From an optimization exercise on the open Yosys and OpenROAD flow, aimed at small area and few clock cycles; shortcuts taken in it are not production practice. Only simulation tests tie the RTL to the original design; equivalence was not proved. No activity file was given, so power comes from the tool's default toggle rates.

==> flow/design.v <==
module jnge_channel (
    input  wire        clk,
    input  wire        rst,
    input  wire        clear,
    input  wire        rx_valid,
    output wire        rx_ready,
    input  wire [7:0]  rx_data,
    output wire        tx_valid,
    input  wire        tx_ready,
    output wire [7:0]  tx_data,
    output wire        tx_last,
    output wire        diag_valid,
    output wire [1:0]  diag_kind,
    output wire [63:0] diag_frame,
    input  wire        rs_mode,
    input  wire        rs_ac,
    input  wire [15:0] rs_bat,
    input  wire [15:0] rs_on,
    input  wire [15:0] rs_off,
    output wire        wr_on,
    output wire        wr_off,
    output wire [15:0] wr_value
);
    localparam [8*79-1:0] TPL_RUN   = 632'h061248D1D2D3D4559F05437978049AF212AA4D4F2622AA9EBEFFD372E294DA39C445C0F259B2668EF0F267DBA87028328D89DBB5C3EB8E86E84D8CEF00CA64EE9D5DC13D3822A55224E67E75CFA82D;
    localparam [8*85-1:0] TPL_BASIC = 680'h06164ED1D2D3D447D9E75B63D3A021C2D6CE263B91874E6824D617F7E0530C3675F1A0D159DA899FC96D0388B515880D95C9CFD627CFB3ACDA74E5035411AE37675BD60F3451E4CB6A99832F2E1E643EAFF5AA39B4;
    localparam [1:0] K_RUN   = 2'd0;
    localparam [1:0] K_BASIC = 2'd1;
    localparam [1:0] K_ACK   = 2'd2;
    localparam [1:0] K_EXC   = 2'd3;
    localparam [1:0] EV_CRC     = 2'd0;
    localparam [1:0] EV_UNKNOWN = 2'd1;
    localparam [1:0] EV_ILLEGAL = 2'd2;
    function [15:0] crc_byte;
        input [15:0] crc;
        input [7:0]  data;
        integer i;
        reg [15:0] c;
        begin
            c = crc ^ {8'h00, data};
            for (i = 0; i < 8; i = i + 1)
                c = c[0] ? ((c >> 1) ^ 16'hA001) : (c >> 1);
            crc_byte = c;
        end
    endfunction
    function [7:0] tpl_byte;
        input       k;
        input [6:0] idx;
        begin
            tpl_byte = 8'hxx;
            if (!k) begin
                if (idx < 7'd79)
                    tpl_byte = TPL_RUN[8*(7'd78-idx) +: 8];
            end else begin
                if (idx < 7'd85)
                    tpl_byte = TPL_BASIC[8*(7'd84-idx) +: 8];
            end
        end
    endfunction
    reg [7:0]  rx_buf [0:7];
    reg [3:0]  rx_ptr;       
    reg [15:0] rx_crc;       
    wire full = rx_ptr[3];
    reg        tx_active;
    reg [1:0]  tx_kind;
    reg [6:0]  tx_idx;
    reg [15:0] tx_crc;
    reg        f_ac;         
    reg        f_mode;       
    reg hold;
    always @(*) begin
        case (tx_kind)
            K_RUN:   hold = (tx_idx < 7'd21);
            K_BASIC: hold = (tx_idx < 7'd49);
            K_ACK:   hold = (tx_idx < 7'd6);
            default: hold = 1'b0;
        endcase
        hold = hold && tx_active;
    end
    assign rx_ready = full ? !tx_active : (!rx_ptr[2] || !hold);
    wire rx_take = rx_valid && rx_ready;
    wire dispatch = full && !tx_active && !clear && !rst;
    wire [47:0] hdr = {rx_buf[0], rx_buf[1], rx_buf[2], rx_buf[3], rx_buf[4], rx_buf[5]};
    wire crc_ok    = (rx_crc == 16'h0000);
    wire is_run    = (hdr == 48'h061210000024);
    wire is_basic  = (hdr == 48'h061610240027);
    wire is_write  = (hdr[47:32] == 16'h0618);
    wire is_wr_on  = is_write && (hdr[31:16] == 16'h1037);
    wire is_wr_off = is_write && (hdr[31:16] == 16'h1038);
    wire is_wr_ill = is_write && !is_wr_on && !is_wr_off;
    wire answered  = crc_ok && (is_run || is_basic || is_write);
    assign wr_on    = dispatch && crc_ok && is_wr_on;
    assign wr_off   = dispatch && crc_ok && is_wr_off;
    assign wr_value = hdr[15:0];
    assign diag_valid = dispatch && !(crc_ok && (is_run || is_basic || is_wr_on || is_wr_off));
    assign diag_kind  = !crc_ok ? EV_CRC : (is_wr_ill ? EV_ILLEGAL : EV_UNKNOWN);
    assign diag_frame = {hdr, rx_buf[6], rx_buf[7]};
    reg [6:0] body_len;
    always @(*) begin
        case (tx_kind)
            K_RUN:   body_len = 7'd79;
            K_BASIC: body_len = 7'd85;
            K_ACK:   body_len = 7'd6;
            default: body_len = 7'd3;
        endcase
    end
    reg [7:0] body_byte;
    always @(*) begin
        body_byte = 8'hxx;
        case (tx_kind)
            K_RUN: begin
                case (tx_idx)
                    7'd9:    body_byte = f_ac   ? 8'h00 : 8'h08;
                    7'd10:   body_byte = f_ac   ? 8'h00 : 8'hFC;
                    7'd19:   body_byte = rx_buf[4];
                    7'd20:   body_byte = rx_buf[5];
                    7'd71:   body_byte = f_mode ? 8'h00 : 8'h07;
                    7'd72:   body_byte = f_mode ? 8'h32 : 8'h08;
                    7'd77:   body_byte = f_mode ? 8'h00 : 8'h2E;
                    7'd78:   body_byte = f_mode ? 8'h00 : 8'hE0;
                    default: body_byte = tpl_byte(1'b0, tx_idx);
                endcase
            end
            K_BASIC: begin
                case (tx_idx)
                    7'd45:   body_byte = rx_buf[4];
                    7'd46:   body_byte = rx_buf[5];
                    7'd47:   body_byte = rx_buf[6];
                    7'd48:   body_byte = rx_buf[7];
                    default: body_byte = tpl_byte(1'b1, tx_idx);
                endcase
            end
            K_ACK: begin
                case (tx_idx)
                    7'd0:    body_byte = 8'h06;
                    7'd1:    body_byte = 8'h18;
                    7'd2:    body_byte = 8'h10;
                    7'd3:    body_byte = f_ac ? 8'h38 : 8'h37;
                    7'd4:    body_byte = rx_buf[4];
                    7'd5:    body_byte = rx_buf[5];
                    default: body_byte = 8'hxx;
                endcase
            end
            default: begin
                case (tx_idx)
                    7'd0:    body_byte = 8'h06;
                    7'd1:    body_byte = 8'h98;
                    7'd2:    body_byte = 8'h02;
                    default: body_byte = 8'hxx;
                endcase
            end
        endcase
    end
    wire in_body = (tx_idx < body_len);
    assign tx_valid = tx_active || (dispatch && answered);
    assign tx_data  = !tx_active ? 8'h06 : (in_body ? body_byte : tx_crc[7:0]);
    assign tx_last  = tx_active && (tx_idx == body_len + 7'd1);
    wire tx_take = tx_active && tx_ready;
    always @(posedge clk) begin
        if (rx_take) begin
            rx_buf[rx_ptr[2:0]] <= rx_data;
            rx_crc <= crc_byte((rx_ptr[2:0] == 3'd0) ? 16'hFFFF : rx_crc, rx_data);
        end
        if (dispatch && is_run) begin
            rx_buf[4] <= rs_bat[15:8];
            rx_buf[5] <= rs_bat[7:0];
        end
        if (dispatch && is_basic) begin
            rx_buf[4] <= rs_on[15:8];
            rx_buf[5] <= rs_on[7:0];
            rx_buf[6] <= rs_off[15:8];
            rx_buf[7] <= rs_off[7:0];
        end
        if (rst || clear) begin
            rx_ptr    <= 4'd0;
            tx_active <= 1'b0;
        end else begin
            if (full && !tx_active)
                rx_ptr <= {3'd0, rx_take};
            else if (rx_take)
                rx_ptr <= rx_ptr + 4'd1;
            if (dispatch) begin
                tx_active <= answered;
                if (is_run)
                    tx_kind <= K_RUN;
                else if (is_basic)
                    tx_kind <= K_BASIC;
                else if (is_wr_ill)
                    tx_kind <= K_EXC;
                else
                    tx_kind <= K_ACK;
                f_ac   <= is_run ? rs_ac : rx_buf[3][3];
                f_mode <= rs_mode;
                if (tx_ready) begin
                    tx_idx <= 7'd1;
                    tx_crc <= crc_byte(16'hFFFF, 8'h06);
                end else begin
                    tx_idx <= 7'd0;
                    tx_crc <= 16'hFFFF;
                end
            end else if (tx_take) begin
                tx_crc <= crc_byte(tx_crc, tx_data);
                tx_idx <= tx_idx + 7'd1;
                if (tx_last)
                    tx_active <= 1'b0;
            end
        end
    end
endmodule
module jnge_engine (
    input  wire         clk,
    input  wire         rst,
    input  wire [3:0]   rx_valid,
    output wire [3:0]   rx_ready,
    input  wire [31:0]  rx_data,
    output wire [3:0]   tx_valid,
    input  wire [3:0]   tx_ready,
    output wire [31:0]  tx_data,
    output wire [3:0]   tx_last,
    input  wire [3:0]   ch_clear,
    input  wire         h_valid,
    input  wire [2:0]   h_op,
    input  wire [15:0]  h_wdata,
    output wire [49:0]  h_rdata,
    output wire [3:0]   diag_valid,
    output wire [7:0]   diag_kind,
    output wire [255:0] diag_frame
);
    localparam integer NCHAN = 4;
    localparam        INIT_MODE     = 1'b0;       
    localparam        INIT_AC_STATE = 1'b0;       
    localparam [15:0] INIT_BAT_VOLT = 16'h0208;
    localparam [15:0] INIT_ON_THR   = 16'h0104;
    localparam [15:0] INIT_OFF_THR  = 16'h00F0;
    localparam [2:0] HSET_MODE = 3'd1;
    localparam [2:0] HSET_AC   = 3'd2;
    localparam [2:0] HSET_BAT  = 3'd3;
    localparam [2:0] HSET_ON   = 3'd4;
    localparam [2:0] HSET_OFF  = 3'd5;
    reg        rs_mode;
    reg        rs_ac;
    reg [15:0] rs_bat;
    reg [15:0] rs_on;
    reg [15:0] rs_off;
    assign h_rdata = {rs_mode, rs_ac, rs_bat, rs_on, rs_off};
    wire [NCHAN-1:0] wr_on;
    wire [NCHAN-1:0] wr_off;
    wire [16*NCHAN-1:0] wr_value;
    genvar c;
    generate
        for (c = 0; c < NCHAN; c = c + 1) begin : ch
            jnge_channel u_chan (
                .clk        (clk),
                .rst        (rst),
                .clear      (ch_clear[c]),
                .rx_valid   (rx_valid[c]),
                .rx_ready   (rx_ready[c]),
                .rx_data    (rx_data[8*c +: 8]),
                .tx_valid   (tx_valid[c]),
                .tx_ready   (tx_ready[c]),
                .tx_data    (tx_data[8*c +: 8]),
                .tx_last    (tx_last[c]),
                .diag_valid (diag_valid[c]),
                .diag_kind  (diag_kind[2*c +: 2]),
                .diag_frame (diag_frame[64*c +: 64]),
                .rs_mode    (rs_mode),
                .rs_ac      (rs_ac),
                .rs_bat     (rs_bat),
                .rs_on      (rs_on),
                .rs_off     (rs_off),
                .wr_on      (wr_on[c]),
                .wr_off     (wr_off[c]),
                .wr_value   (wr_value[16*c +: 16])
            );
        end
    endgenerate
    reg [15:0] next_on;
    reg [15:0] next_off;
    integer i;
    always @(*) begin
        next_on  = rs_on;
        next_off = rs_off;
        for (i = 0; i < NCHAN; i = i + 1) begin
            if (wr_on[i])
                next_on = wr_value[16*i +: 16];
            if (wr_off[i])
                next_off = wr_value[16*i +: 16];
        end
        if (h_valid && h_op == HSET_ON)
            next_on = h_wdata;
        if (h_valid && h_op == HSET_OFF)
            next_off = h_wdata;
    end
    always @(posedge clk) begin
        if (rst) begin
            rs_mode <= INIT_MODE;
            rs_ac   <= INIT_AC_STATE;
            rs_bat  <= INIT_BAT_VOLT;
            rs_on   <= INIT_ON_THR;
            rs_off  <= INIT_OFF_THR;
        end else begin
            if (h_valid && h_op == HSET_MODE)
                rs_mode <= h_wdata[0];
            if (h_valid && h_op == HSET_AC)
                rs_ac <= h_wdata[0];
            if (h_valid && h_op == HSET_BAT)
                rs_bat <= h_wdata;
            rs_on  <= next_on;
            rs_off <= next_off;
        end
    end
endmodule
==> flow/run.sh <==
#!/bin/bash
# synth_recipe.tcl (not shown) runs the flow's synth.tcl, then flattens the netlist and writes it again
# the make line also repeats each setting of config.mk as NAME=value (left out here)
make -C /OpenROAD-flow-scripts/flow DESIGN_CONFIG=/design/flow/config.mk WORK_HOME=/design/flow/orfs CLKGATE_MAP_FILE= SYNTH_SCRIPT=/design/flow/synth_recipe.tcl finish
==> flow/config.mk <==
export PLATFORM = sky130hd
export DESIGN_NAME = jnge_engine
export DESIGN_NICKNAME = jnge_engine
export VERILOG_FILES = /design/flow/design.v
export SDC_FILE = /design/flow/constraint.sdc
export NUM_CORES = 4
export LEC_CHECK = 0
export CAP_MARGIN = 20
export CORE_MARGIN = 2
export CORE_UTILIZATION = 40
export SLEW_MARGIN = 20
==> flow/constraint.sdc <==
create_clock -name core_clock -period 10.0 [get_ports {clk}]
set_input_delay 2.0000 -clock core_clock [delete_from_list [all_inputs] [get_ports {clk}]]
set_output_delay 2.0000 -clock core_clock [all_outputs]
set_load 0.01 [all_outputs]
==> notes.md <==
==> cell usage in the layout, fill, tap and decap left out, types with 46 or more instances in the layout <==
cell type        synthesis  routed
a211oi_1               134     134
a21oi_1                493     491
a221oi_1                60      60
a22oi_1                 93      93
a31oi_1                109     109
and2_1                  57      57
buf_4                   75     194
clkbuf_16                0      60
clkdlybuf4s50_1          0     426
dfxtp_1                 70      69
edfxtp_1               428     428
ha_1                    68      62
inv_1                   71      70
mux2i_1                119     119
nand2_1                764     764
nand2b_1               120     120
nand3_1                159     158
nand4_1                 57      57
nor2_1                 598     596
nor2b_1                 87      84
nor3_1                 199     191
nor4_1                  73      72
o211ai_1                97      97
o21a_1                  46      46
o21ai_0                415     414
o22ai_1                 79      77
o31ai_1                 50      50
or2_2                   56      56
xnor2_1                219     219
xor2_1                  88      88
==> worst register-to-register path, delay by kind of cell (launching register included) <==
family                     cells  cell delay (ns)
adders and majority gates      1             0.96
buffers and inverters          5             1.40
and+or+nand+nor                3             1.03
AOI/OAI and AO/OA              9             2.42
DFF                            1             0.38
==> metrics by stage <==
step / instance area [um^2] / setup slack (ns) / hold slack [ns] / total power, mW
floorplan: 50300 / 3.89 / 0.463 / 2.59
global placement: 55300 / 2.74 / 0.479 / 2.75
detailed placement: 55300 / 2.82 / 0.484 / 2.75
CTS: 57400 / 2.11 / 0.441 / 5.08
global route: 57500 / 1.51 / 0.490 / 5.18
finish: 57500 / 1.98 / 0.453 / 5.07
==> layer usage <==
metal | wire length [um] | GRT usage | share of wire | vias up
met5 | 437 | 0 | 0.0016 | -
met3 | 35700 | 0.118 | 0.13 | 1039
met1 | 105000 | 0.537 | 0.38 | 28100
met2 | 118000 | 0.623 | 0.43 | 4506
li1 | - | - | - | 24600
met4 | 16500 | 0.199 | 0.060 | 50
==> state kept, by name (all words and copies together) (netlist names), 8 cells and up <==
signal	cells
ch.u_chan.rx_crc	64
ch.u_chan.tx_idx	28
ch.u_chan.tx_crc	64
ch.u_chan.tx_kind	8
ch.u_chan.rx_buf	256
rs_bat	16
rs_on	16
rs_off	16
ch.u_chan.rx_ptr	16
==> layout make-up <==
cell class | count | area [um^2] | share of cell area
clock buffers | 69 | 1580 | 0.0274
diodes | 11 | 27.5 | 0.000479
flip-flops and latches | 498 | 14300 | 0.248
clock inverters | 45 | 514 | 0.00895
well taps | 1650 | 2060 | 0.0359
inverters | 91 | 342 | 0.00594
multi-input cells | 5227 | 32900 | 0.572
repair buffers | 628 | 5850 | 0.102
==> Yosys cell counts, types with 34 or more instances <==
cell type and number:
a211oi_1 134, a21o_1 42, a21oi_1 493, a221oi_1 60
a22o_1 35, a22oi_1 93, a311oi_1 39, a31oi_1 109
a32oi_1 42, and2_1 57, and3_1 43, buf_1 41
buf_2 226, buf_4 75, clkbuf_1 253, dfxtp_1 70
edfxtp_1 428, ha_1 68, inv_1 71, mux2i_1 119
nand2_1 764, nand2b_1 120, nand3_1 159, nand4_1 57
nor2_1 598, nor2b_1 87, nor3_1 199, nor4_1 73
o2111ai_1 39, o211ai_1 97, o21a_1 46, o21ai_0 415
o221ai_1 45, o22ai_1 79, o311ai_0 34, o31ai_1 50
or2_2 56, xnor2_1 219, xor2_1 88
==> cells by family after synthesis <==
logic type | Yosys count
flip-flops | 498
AO/OA/AOI/OAI | 2239
AND/OR/NAND/NOR | 2464
XOR/XNOR | 330
buffers and inverters | 705
multiplexers | 126
adder cells (fa/ha/maj) | 68
==> worst paths after layout <==
| kind | start | to | slack [ns] |
|---|---|---|---|
| worst max-delay path | ch[2].u_chan.tx_idx[0]$_DFFE_PP_ | tx_data[23] | 1.98 |
| worst min-delay path | ch[1].u_chan.tx_crc[9]$_SDFFCE_PP1P_ | ch[1].u_chan.tx_crc[1]$_SDFFCE_PP1P_ | 0.45 |
| worst max register to register | ch[0].u_chan.tx_idx[0]$_DFFE_PP_ | ch[0].u_chan.tx_crc[15]$_DFFE_PP_ | 3.66 |
| worst min register to register | ch[1].u_chan.tx_crc[9]$_SDFFCE_PP1P_ | ch[1].u_chan.tx_crc[1]$_SDFFCE_PP1P_ | 0.45 |
==> power groups by stage <==
stage               Combinational, mW  Clock, mW  Sequential, mW
finish                          0.337       2.35            2.38
global route                    0.362       2.44            2.39
global placement                0.328          0            2.42
CTS                             0.333       2.37            2.38
detailed placement              0.332          0            2.42
floorplan                       0.184          0            2.40
==> notes.md <==
DR iter-0 viols 9,494; CP top delay family buffers and inverters; Clock power frac 0.464; Post-synth ARST share 0; complex-gate fraction of the synthesized area 0.304; post-synthesis simple-gate area fraction 0.241; hold-fix buffers at CTS 0; Max FO, Critical Path 73; CTS root buf clkbuf_16; status no timing/DRC/antenna violations; R2R depth 18; post-DR wirelength/cell 33.6 um; CTS resizes 0; Area contributors post-synth edfxtp_1 (26%), nand2_1 (5.7%), a21oi_1 (4.9%), nor2_1 (4.5%), o21ai_0 (4.1%); Hold Fails Final Rpt 0; die footprint 129,000 um^2; vias in the first global route 53,900; Mapped Area 50,300 um^2; Post-DRT Antenna Nets 0; Net Sw Frac 0.248; setup TNS 0 ns; clk sinks 498; largest net degree at the start of global routing 126; DR vias/cell 7.09; placed cell count 8,093; Core Rows 130; combinational fraction of design power 0.066; cts bufs inserted 60; slowest cell delay on critical path 0.79 ns; chip width 359 um; clock latency (worst-skew pair) 0.72 ns; Syn Area/Cell 7.82 um^2; first-pass GRT wire length 394,000 um; Worst IR Drop VDD 0.161 mV; Remaining DRCs 0; Min-Delay Path Depth 1; Psw 1.26 mW; Post CTS Setup Buffer Count 0; layout cells sized above 1 0.0790; largest family of logic cells by synthesized area compound AO/OA/AOI/OAI gates; initial antenna violation count 34; CTS max path bufs 3; unrepaired setup endpoints after global routing false; worst path cell trace buf_4, ha_1, buf_4, nand2b_1, nor3_1, a221oi_1, a21o_1, or3_1, a2111oi_0, nor3_1, a31oi_1, o21a_1, clkdlybuf4s50_1; crit path DAT 6.02 ns; final WL 276,000 um; DRT Pass-1 Iters 7; required time worst endpoint 8.00 ns; GP Congestion 1.04; final setup fails 0; Mapped Cells 6,430; worst-margin pin slew 1.24 ns; multiplexer share of the synthesized area 0.0257; number of synthesized flops with an enable pin 428; max_slew headroom 0.170; Initial Utilization 0.402; number of distinct library cells after synthesis 136; Slew Limit Fails 0; Mapped Nets 6,564; Worst path depth 13; core area 125,000 um^2; Total Routing Usage GR 0.411; PortBufs 427; final worst path period need 8.02 ns; internal cell power 3.82 mW; Ports 428; Crit Path Category reg2out; yosys warns 2; fillers 12,600; CP startpoint kind flop; slowest cell on the critical path nor3_1; Vias 58,200; Synth Area in Adders 0.0169; ys flop type edfxtp_1; Worst Setup End Kind output pin; fraction of the yosys area taken by sequential cells 0.283; Cell Pwr Density 88.3 nW/um^2; WP buf/inv 3; Fmax 125 MHz; Yosys top cell area share 0.255; top cell type by total area after synthesis edfxtp_1; DPL Wire Length 201,000 um; H-tree depth 2; grt ovf 0; fin crit share 0.802; Non-Filler Instances 8,219; utilization after layout 0.459; Flop pwr share 0.470; #FFs+latches synth 498; Nets 6,640; Synth Area in XOR/XNOR 0.0624; CTS tree built; Area Growth Syn to Fin 14.3%; Die Ht 359 um; Leakage 19.5 nW; hold crit path type reg2reg; clock slew at reported path FFs 0.07 ns; Worst Skew 0.0700 ns; maxcap violations 0
Testbench counts, summed over its fixed seeds: cycles 83,580.

static timing again, ports no longer ideal:
No port has a modelled driver above. Below, the same layout with a new extraction and two added sets of constraints.
Step 1 (the two cells are an assumption about what drives the block):
set clk [get_ports {clk}]
set_driving_cell -lib_cell sky130_fd_sc_hd__clkbuf_16 $clk
set_driving_cell -lib_cell sky130_fd_sc_hd__buf_2 [delete_from_list [all_inputs] $clk]
Step 2 adds t to the input delays and takes it off the output delays; t is the mean of the earliest and latest rising clock arrival at the registers after step 1. Input paths then give back, and output paths get back, about the clock's delay inside the block.
a / b / c = ideal / step 1 / step 2; a / b = the first two.
shift t [ns]: 0.770
setup WS [ns]: 1.976 / 1.892 / 2.662
slew at the worst register clock pin (ns): 0.07 / 0.07
pins driven straight from the clock port: 1
After both steps this run still meets setup and hold. For this run, drivers alone change the setup slack by -0.084 ns; drivers and shift together by +0.686 ns.
